Context: an optimization exercise on an open-source flow, tuned for small area, a short achievable clock period and few clock cycles per item. The choices shown serve that exercise and are no tape-out recipe.
RTL that was checked went through simulation tests only; none was proved equivalent to the original.
Power and IR drop assume default switching activity.

==> flow/design.v (excerpt) <==
module crc_core (
    input  wire        clk,
    input  wire        rst,
    input  wire        cmd_valid,
    output wire        cmd_ready,
    input  wire [31:0] cmd_word,
    output reg         resp_valid,
    input  wire        resp_ready,
    output wire [7:0]  resp_status,
    output reg  [63:0] resp_data
);
    localparam [7:0] OP_CRC_INIT       = 8'h01;
    localparam [7:0] OP_CRC_UPDATE     = 8'h02;
    localparam [7:0] OP_CRC_READ       = 8'h03;
    localparam [7:0] OP_CRC_TABLE_READ = 8'h04;
    wire [7:0]  op  = cmd_word[7:0];
    wire [7:0]  a   = cmd_word[15:8];
    wire [15:0] off = cmd_word[31:16];
    wire [4:0] in_f = {op == OP_CRC_UPDATE,
                       (op == OP_CRC_INIT) && (a == 8'd0),
                       (op == OP_CRC_READ) && (a == 8'd0),
                       op == OP_CRC_TABLE_READ,
                       off == 16'd0};
    reg        h_v, s_v;
    reg        rdy;           
    reg [4:0]  h_f, s_f;
    reg [7:0]  h_x, s_a;
    assign cmd_ready = rdy;
    wire take   = cmd_valid && rdy;
    wire adv    = h_v && (!resp_valid || resp_ready);    
    wire h_free = adv || !h_v;
    wire e_upd  = h_f[4] && h_f[0];
    wire e_init = h_f[3] && h_f[0];
    wire e_read = h_f[2] && h_f[0];
    wire e_tbl  = h_f[1] && h_f[0];
  ...
==> module crc_core, before the edit <==
module crc_core (
    input  wire        clk,
    input  wire        rst,
    input  wire        cmd_valid,
    output wire        cmd_ready,
    input  wire [31:0] cmd_word,
    output reg         resp_valid,
    input  wire        resp_ready,
    output wire [7:0]  resp_status,
    output reg  [63:0] resp_data
);
    localparam [7:0] OP_CRC_INIT       = 8'h01;
    localparam [7:0] OP_CRC_UPDATE     = 8'h02;
    localparam [7:0] OP_CRC_READ       = 8'h03;
    localparam [7:0] OP_CRC_TABLE_READ = 8'h04;
    wire [7:0]  op  = cmd_word[7:0];
    wire [7:0]  a   = cmd_word[15:8];
    wire [15:0] off = cmd_word[31:16];
    wire [4:0] in_f = {op == OP_CRC_UPDATE,
                       (op == OP_CRC_INIT) && (a == 8'd0),
                       (op == OP_CRC_READ) && (a == 8'd0),
                       op == OP_CRC_TABLE_READ,
                       off == 16'd0};
    reg        h_v, s_v;
    reg        rdy;           
    reg [4:0]  h_f, s_f;
    reg [7:0]  h_x, s_a;
    assign cmd_ready = rdy;
    wire take   = cmd_valid && rdy;
    wire adv    = h_v && (!resp_valid || resp_ready);    
    wire h_free = adv || !h_v;
    wire e_upd  = h_f[4] && h_f[0];
    wire e_init = h_f[3] && h_f[0];
    wire e_read = h_f[2] && h_f[0];
    wire e_tbl  = h_f[1] && h_f[0];
    reg  [63:0] crc_s;
    wire [63:0] t_val;
    crc_engine u_engine (
        .x (h_x),
        .t (t_val)
    );
    wire s_set  = rst || (adv && e_init);
    wire s_step = adv && e_upd;
    always @(posedge clk) begin
        if (s_set)
            crc_s <= 64'hFFFFFFFFFFFFFFFF;
        else if (s_step)
            crc_s <= (crc_s >> 8) ^ t_val;
    end
    wire       n_use = s_v ? s_f[4] : op[1];    
    wire [7:0] n_a   = s_v ? s_a : a;
    wire [7:0] n_s   = s_set ? 8'hFF : (s_step ? crc_s[15:8] : crc_s[7:0]);
    wire [7:0] n_pre = n_a ^ (n_s & {8{n_use}});
    wire [7:0] n_x   = n_pre ^ (t_val[7:0] & {8{n_use && s_step && !s_set}});
    always @(posedge clk) begin
        if (rst) begin
            h_v <= 1'b0;
            s_v <= 1'b0;
            rdy <= 1'b1;
        end else begin
            if (h_free) begin
                h_v <= s_v || take;
                h_f <= s_v ? s_f : in_f;
                h_x <= n_x;
                s_v <= 1'b0;
                rdy <= 1'b1;
            end else if (take) begin
                s_v <= 1'b1;
                rdy <= 1'b0;
                s_f <= in_f;
                s_a <= a;
            end
        end
    end
    reg st_ill;
    assign resp_status = {7'd0, st_ill};
    always @(posedge clk) begin
        if (rst) begin
            resp_valid <= 1'b0;
        end else if (adv) begin
            resp_valid <= 1'b1;
            st_ill     <= !(e_upd || e_init || e_read || e_tbl);
            resp_data  <= ({64{e_read}} & ~crc_s) | ({64{e_tbl}} & t_val);
        end else if (resp_ready) begin
            resp_valid <= 1'b0;
        end
    end
endmodule
export LEC_CHECK = 0
export CAP_MARGIN = 20
export CORE_MARGIN = 2
export CORE_UTILIZATION = 55
export CTS_BUF_LIST = sky130_fd_sc_hd__clkbuf_4 sky130_fd_sc_hd__clkbuf_8
export PLACE_DENSITY = 0.75
export SLEW_MARGIN = 20
export SYNTH_HIERARCHICAL = 1
export SYNTH_MINIMUM_KEEP_SIZE = 0
create_clock -name core_clock -period 8.0 [get_ports {clk}]
standard.sh (not shown) runs the stock make flow with config.mk's settings and CLKGATE_MAP_FILE= SYNTH_SCRIPT=/design/flow/synth_recipe.tcl, a recipe that flattens the netlist after the stock synthesis.
==> flow/flow/run.sh <==
#!/bin/bash
set -euo pipefail
export BUFFER_PORTS_ARGS="-buffer_cell sky130_fd_sc_hd__buf_1"
export SETUP_SLACK_MARGIN=5.3
bash standard.sh > standard_make.log 2>&1
The baseline passed the timing, design-rule and antenna checks.
Testbench counts at the start, summed over its fixed seeds: cycles 9,227, commands 9,211.
Then changed:
--- a/flow/design.v
+++ b/flow/design.v
@@ -137,21 +137,20 @@
     wire [7:0]  a   = cmd_word[15:8];
     wire [15:0] off = cmd_word[31:16];
-    wire [4:0] in_f = {op == OP_CRC_UPDATE,
-                       (op == OP_CRC_INIT) && (a == 8'd0),
-                       (op == OP_CRC_READ) && (a == 8'd0),
-                       op == OP_CRC_TABLE_READ,
-                       off == 16'd0};
+    wire is_init   = (op == OP_CRC_INIT)       && (off == 16'd0) && (a == 8'd0);
+    wire is_update = (op == OP_CRC_UPDATE)     && (off == 16'd0);
+    wire is_read   = (op == OP_CRC_READ)       && (off == 16'd0) && (a == 8'd0);
+    wire is_table  = (op == OP_CRC_TABLE_READ) && (off == 16'd0);
+    wire [3:0] in_f = {is_update, is_init, is_read, is_table};
     reg        h_v, s_v;
-    reg        rdy;           
-    reg [4:0]  h_f, s_f;
+    reg [3:0]  h_f, s_f;
     reg [7:0]  h_x, s_a;
-    assign cmd_ready = rdy;
-    wire take   = cmd_valid && rdy;
+    assign cmd_ready = !s_v;
+    wire take   = cmd_valid && !s_v;
     wire adv    = h_v && (!resp_valid || resp_ready);    
     wire h_free = adv || !h_v;
-    wire e_upd  = h_f[4] && h_f[0];
-    wire e_init = h_f[3] && h_f[0];
-    wire e_read = h_f[2] && h_f[0];
-    wire e_tbl  = h_f[1] && h_f[0];
+    wire e_upd  = h_f[3];
+    wire e_init = h_f[2];
+    wire e_read = h_f[1];
+    wire e_tbl  = h_f[0];
     reg  [63:0] crc_s;
     wire [63:0] t_val;
@@ -168,5 +167,5 @@
             crc_s <= (crc_s >> 8) ^ t_val;
     end
-    wire       n_use = s_v ? s_f[4] : op[1];    
+    wire       n_use = s_v ? s_f[3] : op[1];    
     wire [7:0] n_a   = s_v ? s_a : a;
     wire [7:0] n_s   = s_set ? 8'hFF : (s_step ? crc_s[15:8] : crc_s[7:0]);
@@ -177,5 +176,4 @@
             h_v <= 1'b0;
             s_v <= 1'b0;
-            rdy <= 1'b1;
         end else begin
             if (h_free) begin
@@ -184,8 +182,6 @@
                 h_x <= n_x;
                 s_v <= 1'b0;
-                rdy <= 1'b1;
             end else if (take) begin
                 s_v <= 1'b1;
-                rdy <= 1'b0;
                 s_f <= in_f;
                 s_a <= a;
Outcome:
- clock power decreases by about 3%
- via count is about the same
- global-route usage increases by 0.36 points
- routed wire length increases by 1.2%
- cell count increases by about 0.8%
For the second run of this note, only the layout was checked, not whether the RTL still works.


The RTL this note starts from:
==> flow/design.v <==
module crc_xor2 (input wire a, input wire b, output wire y);
    assign y = a ^ b;
endmodule
module crc_engine (
    input  wire [7:0]  x,      
    output wire [63:0] t       
);
    wire p8;
    crc_xor2 g8 (.a(x[2]), .b(x[3]), .y(p8));
    wire p9;
    crc_xor2 g9 (.a(x[0]), .b(x[7]), .y(p9));
    wire p10;
    crc_xor2 g10 (.a(x[4]), .b(x[6]), .y(p10));
    wire p11;
    crc_xor2 g11 (.a(x[1]), .b(x[5]), .y(p11));
    wire p12;
    crc_xor2 g12 (.a(p8), .b(p9), .y(p12));
    wire p13;
    crc_xor2 g13 (.a(x[6]), .b(p11), .y(p13));
    wire p14;
    crc_xor2 g14 (.a(x[7]), .b(p8), .y(p14));
    wire p15;
    crc_xor2 g15 (.a(x[2]), .b(p9), .y(p15));
    wire p16;
    crc_xor2 g16 (.a(x[4]), .b(x[5]), .y(p16));
    wire p17;
    crc_xor2 g17 (.a(x[0]), .b(p8), .y(p17));
    wire p18;
    crc_xor2 g18 (.a(x[1]), .b(x[3]), .y(p18));
    wire p19;
    crc_xor2 g19 (.a(x[5]), .b(p10), .y(p19));
    wire p20;
    crc_xor2 g20 (.a(x[5]), .b(x[6]), .y(p20));
    wire p21;
    crc_xor2 g21 (.a(x[4]), .b(p9), .y(p21));
    wire p22;
    crc_xor2 g22 (.a(x[1]), .b(p10), .y(p22));
    wire p23;
    crc_xor2 g23 (.a(x[0]), .b(p16), .y(p23));
    wire p24;
    crc_xor2 g24 (.a(x[1]), .b(x[6]), .y(p24));
    wire p25;
    crc_xor2 g25 (.a(x[2]), .b(x[7]), .y(p25));
    wire p26;
    crc_xor2 g26 (.a(x[0]), .b(x[3]), .y(p26));
    wire p27;
    crc_xor2 g27 (.a(x[3]), .b(p9), .y(p27));
    wire p28;
    crc_xor2 g28 (.a(p10), .b(p11), .y(p28));
    wire q0;
    crc_xor2 r0 (.a(x[0]), .b(x[2]), .y(q0));
    crc_xor2 o0 (.a(q0), .b(p22), .y(t[0]));
    crc_xor2 o1 (.a(p11), .b(p12), .y(t[1]));
    assign t[2] = p26;
    wire q1;
    crc_xor2 r1 (.a(x[0]), .b(x[1]), .y(q1));
    crc_xor2 o3 (.a(x[4]), .b(q1), .y(t[3]));
    crc_xor2 o4 (.a(x[2]), .b(p11), .y(t[4]));
    crc_xor2 o5 (.a(x[6]), .b(p17), .y(t[5]));
    crc_xor2 o6 (.a(p18), .b(p21), .y(t[6]));
    assign t[7] = p20;
    crc_xor2 o8 (.a(x[6]), .b(p9), .y(t[8]));
    crc_xor2 o9 (.a(p10), .b(p15), .y(t[9]));
    crc_xor2 o10 (.a(p12), .b(p19), .y(t[10]));
    crc_xor2 o11 (.a(x[5]), .b(p12), .y(t[11]));
    assign t[12] = p17;
    crc_xor2 o13 (.a(x[4]), .b(p18), .y(t[13]));
    crc_xor2 o14 (.a(x[2]), .b(p23), .y(t[14]));
    crc_xor2 o15 (.a(x[3]), .b(p13), .y(t[15]));
    crc_xor2 o16 (.a(p10), .b(p15), .y(t[16]));
    crc_xor2 o17 (.a(p12), .b(p19), .y(t[17]));
    crc_xor2 o18 (.a(x[5]), .b(p12), .y(t[18]));
    assign t[19] = p8;
    crc_xor2 o20 (.a(x[3]), .b(x[4]), .y(t[20]));
    assign t[21] = p23;
    assign t[22] = p13;
    crc_xor2 o23 (.a(x[6]), .b(p15), .y(t[23]));
    crc_xor2 o24 (.a(p10), .b(p12), .y(t[24]));
    crc_xor2 o25 (.a(p20), .b(p12), .y(t[25]));
    assign t[26] = p14;
    crc_xor2 o27 (.a(p24), .b(p8), .y(t[27]));
    crc_xor2 o28 (.a(x[4]), .b(p14), .y(t[28]));
    crc_xor2 o29 (.a(p8), .b(p13), .y(t[29]));
    crc_xor2 o30 (.a(p10), .b(p14), .y(t[30]));
    crc_xor2 o31 (.a(p13), .b(p14), .y(t[31]));
    crc_xor2 o32 (.a(x[7]), .b(p18), .y(t[32]));
    crc_xor2 o33 (.a(x[0]), .b(p24), .y(t[33]));
    crc_xor2 o34 (.a(x[1]), .b(p15), .y(t[34]));
    crc_xor2 o35 (.a(p10), .b(p26), .y(t[35]));
    crc_xor2 o36 (.a(p11), .b(p21), .y(t[36]));
    assign t[37] = p23;
    assign t[38] = p13;
    crc_xor2 o39 (.a(x[6]), .b(p15), .y(t[39]));
    crc_xor2 o40 (.a(p10), .b(p14), .y(t[40]));
    crc_xor2 o41 (.a(p13), .b(p14), .y(t[41]));
    crc_xor2 o42 (.a(p18), .b(p9), .y(t[42]));
    crc_xor2 o43 (.a(x[0]), .b(x[6]), .y(t[43]));
    crc_xor2 o44 (.a(x[1]), .b(x[7]), .y(t[44]));
    assign t[45] = p22;
    crc_xor2 o46 (.a(x[5]), .b(p15), .y(t[46]));
    crc_xor2 o47 (.a(x[4]), .b(p8), .y(t[47]));
    crc_xor2 o48 (.a(x[3]), .b(p16), .y(t[48]));
    crc_xor2 o49 (.a(x[0]), .b(p19), .y(t[49]));
    crc_xor2 o50 (.a(p9), .b(p13), .y(t[50]));
    assign t[51] = p21;
    crc_xor2 o52 (.a(x[2]), .b(p19), .y(t[52]));
    crc_xor2 o53 (.a(p20), .b(p27), .y(t[53]));
    assign t[54] = p25;
    crc_xor2 o55 (.a(p8), .b(p22), .y(t[55]));
    crc_xor2 o56 (.a(p16), .b(p12), .y(t[56]));
    crc_xor2 o57 (.a(x[5]), .b(p17), .y(t[57]));
    crc_xor2 o58 (.a(p10), .b(p18), .y(t[58]));
    crc_xor2 o59 (.a(p16), .b(p25), .y(t[59]));
    wire q2;
    crc_xor2 r2 (.a(x[4]), .b(p11), .y(q2));
    crc_xor2 o60 (.a(p17), .b(q2), .y(t[60]));
    crc_xor2 o61 (.a(p17), .b(p28), .y(t[61]));
    crc_xor2 o62 (.a(p14), .b(p28), .y(t[62]));
    crc_xor2 o63 (.a(p11), .b(p27), .y(t[63]));
endmodule
module crc_core (
    input  wire        clk,
    input  wire        rst,
    input  wire        cmd_valid,
    output wire        cmd_ready,
    input  wire [31:0] cmd_word,
    output reg         resp_valid,
    input  wire        resp_ready,
    output wire [7:0]  resp_status,
    output reg  [63:0] resp_data
);
    localparam [7:0] OP_CRC_INIT       = 8'h01;
    localparam [7:0] OP_CRC_UPDATE     = 8'h02;
    localparam [7:0] OP_CRC_READ       = 8'h03;
    localparam [7:0] OP_CRC_TABLE_READ = 8'h04;
    wire [7:0]  op  = cmd_word[7:0];
    wire [7:0]  a   = cmd_word[15:8];
    wire [15:0] off = cmd_word[31:16];
    wire [4:0] in_f = {op == OP_CRC_UPDATE,
                       (op == OP_CRC_INIT) && (a == 8'd0),
                       (op == OP_CRC_READ) && (a == 8'd0),
                       op == OP_CRC_TABLE_READ,
                       off == 16'd0};
    reg        h_v, s_v;
    reg        rdy;           
    reg [4:0]  h_f, s_f;
    reg [7:0]  h_x, s_a;
    assign cmd_ready = rdy;
    wire take   = cmd_valid && rdy;
    wire adv    = h_v && (!resp_valid || resp_ready);    
    wire h_free = adv || !h_v;
    wire e_upd  = h_f[4] && h_f[0];
    wire e_init = h_f[3] && h_f[0];
    wire e_read = h_f[2] && h_f[0];
    wire e_tbl  = h_f[1] && h_f[0];
    reg  [63:0] crc_s;
    wire [63:0] t_val;
    crc_engine u_engine (
        .x (h_x),
        .t (t_val)
    );
    wire s_set  = rst || (adv && e_init);
    wire s_step = adv && e_upd;
    always @(posedge clk) begin
        if (s_set)
            crc_s <= 64'hFFFFFFFFFFFFFFFF;
        else if (s_step)
            crc_s <= (crc_s >> 8) ^ t_val;
    end
    wire       n_use = s_v ? s_f[4] : op[1];    
    wire [7:0] n_a   = s_v ? s_a : a;
    wire [7:0] n_s   = s_set ? 8'hFF : (s_step ? crc_s[15:8] : crc_s[7:0]);
    wire [7:0] n_pre = n_a ^ (n_s & {8{n_use}});
    wire       n_tg  = n_use && s_step && !s_set;
    wire [7:0] n_x;
    genvar g;
    generate
        for (g = 0; g < 8; g = g + 1) begin : g_nx
            wire nt;
            crc_nand2 u_n (.a(t_val[g]), .b(n_tg), .y(nt));
            crc_xnor2 u_x (.a(n_pre[g]), .b(nt), .y(n_x[g]));
        end
    endgenerate
    always @(posedge clk) begin
        if (rst) begin
            h_v <= 1'b0;
            s_v <= 1'b0;
            rdy <= 1'b1;
        end else begin
            if (h_free) begin
                h_v <= s_v || take;
                h_f <= s_v ? s_f : in_f;
                h_x <= n_x;
                s_v <= 1'b0;
                rdy <= 1'b1;
            end else if (take) begin
                s_v <= 1'b1;
                rdy <= 1'b0;
                s_f <= in_f;
                s_a <= a;
            end
        end
    end
    reg st_ill;
    assign resp_status = {7'd0, st_ill};
    always @(posedge clk) begin
        if (rst) begin
            resp_valid <= 1'b0;
        end else if (adv) begin
            resp_valid <= 1'b1;
            st_ill     <= !(e_upd || e_init || e_read || e_tbl);
            resp_data  <= ({64{e_read}} & ~crc_s) | ({64{e_tbl}} & t_val);
        end else if (resp_ready) begin
            resp_valid <= 1'b0;
        end
    end
endmodule
module crc_nand2 (input wire a, b, output wire y);
    assign y = ~(a & b);
endmodule
module crc_xnor2 (input wire a, b, output wire y);
    assign y = ~(a ^ b);
endmodule
Settings: LEC_CHECK=0, CAP_MARGIN=20, CORE_MARGIN=2, CORE_UTILIZATION=55, CTS_BUF_LIST=sky130_fd_sc_hd__clkbuf_4 sky130_fd_sc_hd__clkbuf_8, PLACE_DENSITY=0.75, SLEW_MARGIN=20, SYNTH_HIERARCHICAL=1, SYNTH_MINIMUM_KEEP_SIZE=0; clock period 8.0 ns.
==> flow/flow/run.sh <==
#!/bin/bash
set -euo pipefail
export BUFFER_PORTS_ARGS="-buffer_cell sky130_fd_sc_hd__buf_1"
export SETUP_SLACK_MARGIN=5.45
bash standard.sh > standard_make.log 2>&1
==> next run, changes <==
--- a/flow/design.v
+++ b/flow/design.v
@@ -170,18 +170,9 @@
     wire       n_use = s_v ? s_f[4] : op[1];    
     wire [7:0] n_a   = s_v ? s_a : a;
     wire [7:0] n_s   = s_set ? 8'hFF : (s_step ? crc_s[15:8] : crc_s[7:0]);
     wire [7:0] n_pre = n_a ^ (n_s & {8{n_use}});
-    wire       n_tg  = n_use && s_step && !s_set;
-    wire [7:0] n_x;
-    genvar g;
-    generate
-        for (g = 0; g < 8; g = g + 1) begin : g_nx
-            wire nt;
-            crc_nand2 u_n (.a(t_val[g]), .b(n_tg), .y(nt));
-            crc_xnor2 u_x (.a(n_pre[g]), .b(nt), .y(n_x[g]));
-        end
-    endgenerate
+    wire [7:0] n_x   = n_pre ^ (t_val[7:0] & {8{n_use && s_step && !s_set}});
     always @(posedge clk) begin
         if (rst) begin
             h_v <= 1'b0;
             s_v <= 1'b0;
@@ -214,10 +205,4 @@
             resp_valid <= 1'b0;
         end
     end
 endmodule
-module crc_nand2 (input wire a, b, output wire y);
-    assign y = ~(a & b);
-endmodule
-module crc_xnor2 (input wire a, b, output wire y);
-    assign y = ~(a ^ b);
-endmodule
- The changed run finished with timing, DRC and antenna clean
- clock power went up by a few percent
- area after synthesis went down by a few percent
- hold slack degrades by 0.014 ns
- worst setup slack improves by 0.0090 ns
- wire length went down by a little under a tenth
- fmax went up slightly
- die area went down by a few percent
- power went up slightly
- register-to-register slack degrades by 0.03 ns
- count of clock-buffer cells in the layout is unchanged
- non-clock buffer count went up by 9
Testbench counts after the change, summed over its fixed seeds: cycles 9,227, commands 9,211.
Function not checked in the first run of this note: the RTL went through the layout flow alone.

re-timing with driven ports:
No port has a modelled driver above. Below, the same layouts with a new extraction and two added sets of constraints.
Step 1 (the two cells are an assumption about what drives the block):
set clk [get_ports {clk}]
set_driving_cell -lib_cell sky130_fd_sc_hd__clkbuf_16 $clk
set_driving_cell -lib_cell sky130_fd_sc_hd__buf_2 [delete_from_list [all_inputs] $clk]
Step 2, shift: input delay + t, output delay - t, t = (earliest + latest rising clock arrival at the registers) / 2. This alone moves slack from input paths to output paths.
Three values: ideal, step 1, step 2; two values: the first two.
run | shift t [ns] | setup WS [ns] | slew at the worst register clock pin (ns) | worst data-port slew with drivers (ns)
the first run of note 1 | 0.494 | 5.237 / 5.237 / 4.952 | 0.09 / 0.09 | 0.03
the second run of note 1 | 0.480 | 5.212 / 5.226 / 4.745 | 0.08 / 0.08 | 0.04
the first run of note 2 | 0.482 | 5.398 / 5.360 / 4.945 | 0.09 / 0.09 | 0.05
the second run of note 2 | 0.498 | 5.407 / 5.369 / 5.059 | 0.09 / 0.09 | 0.03
After both steps setup and hold are still met in every run listed. The setup slack of the second run of note 1, which loses most, moves by +0.014 ns with the drivers and by -0.467 ns with both steps.
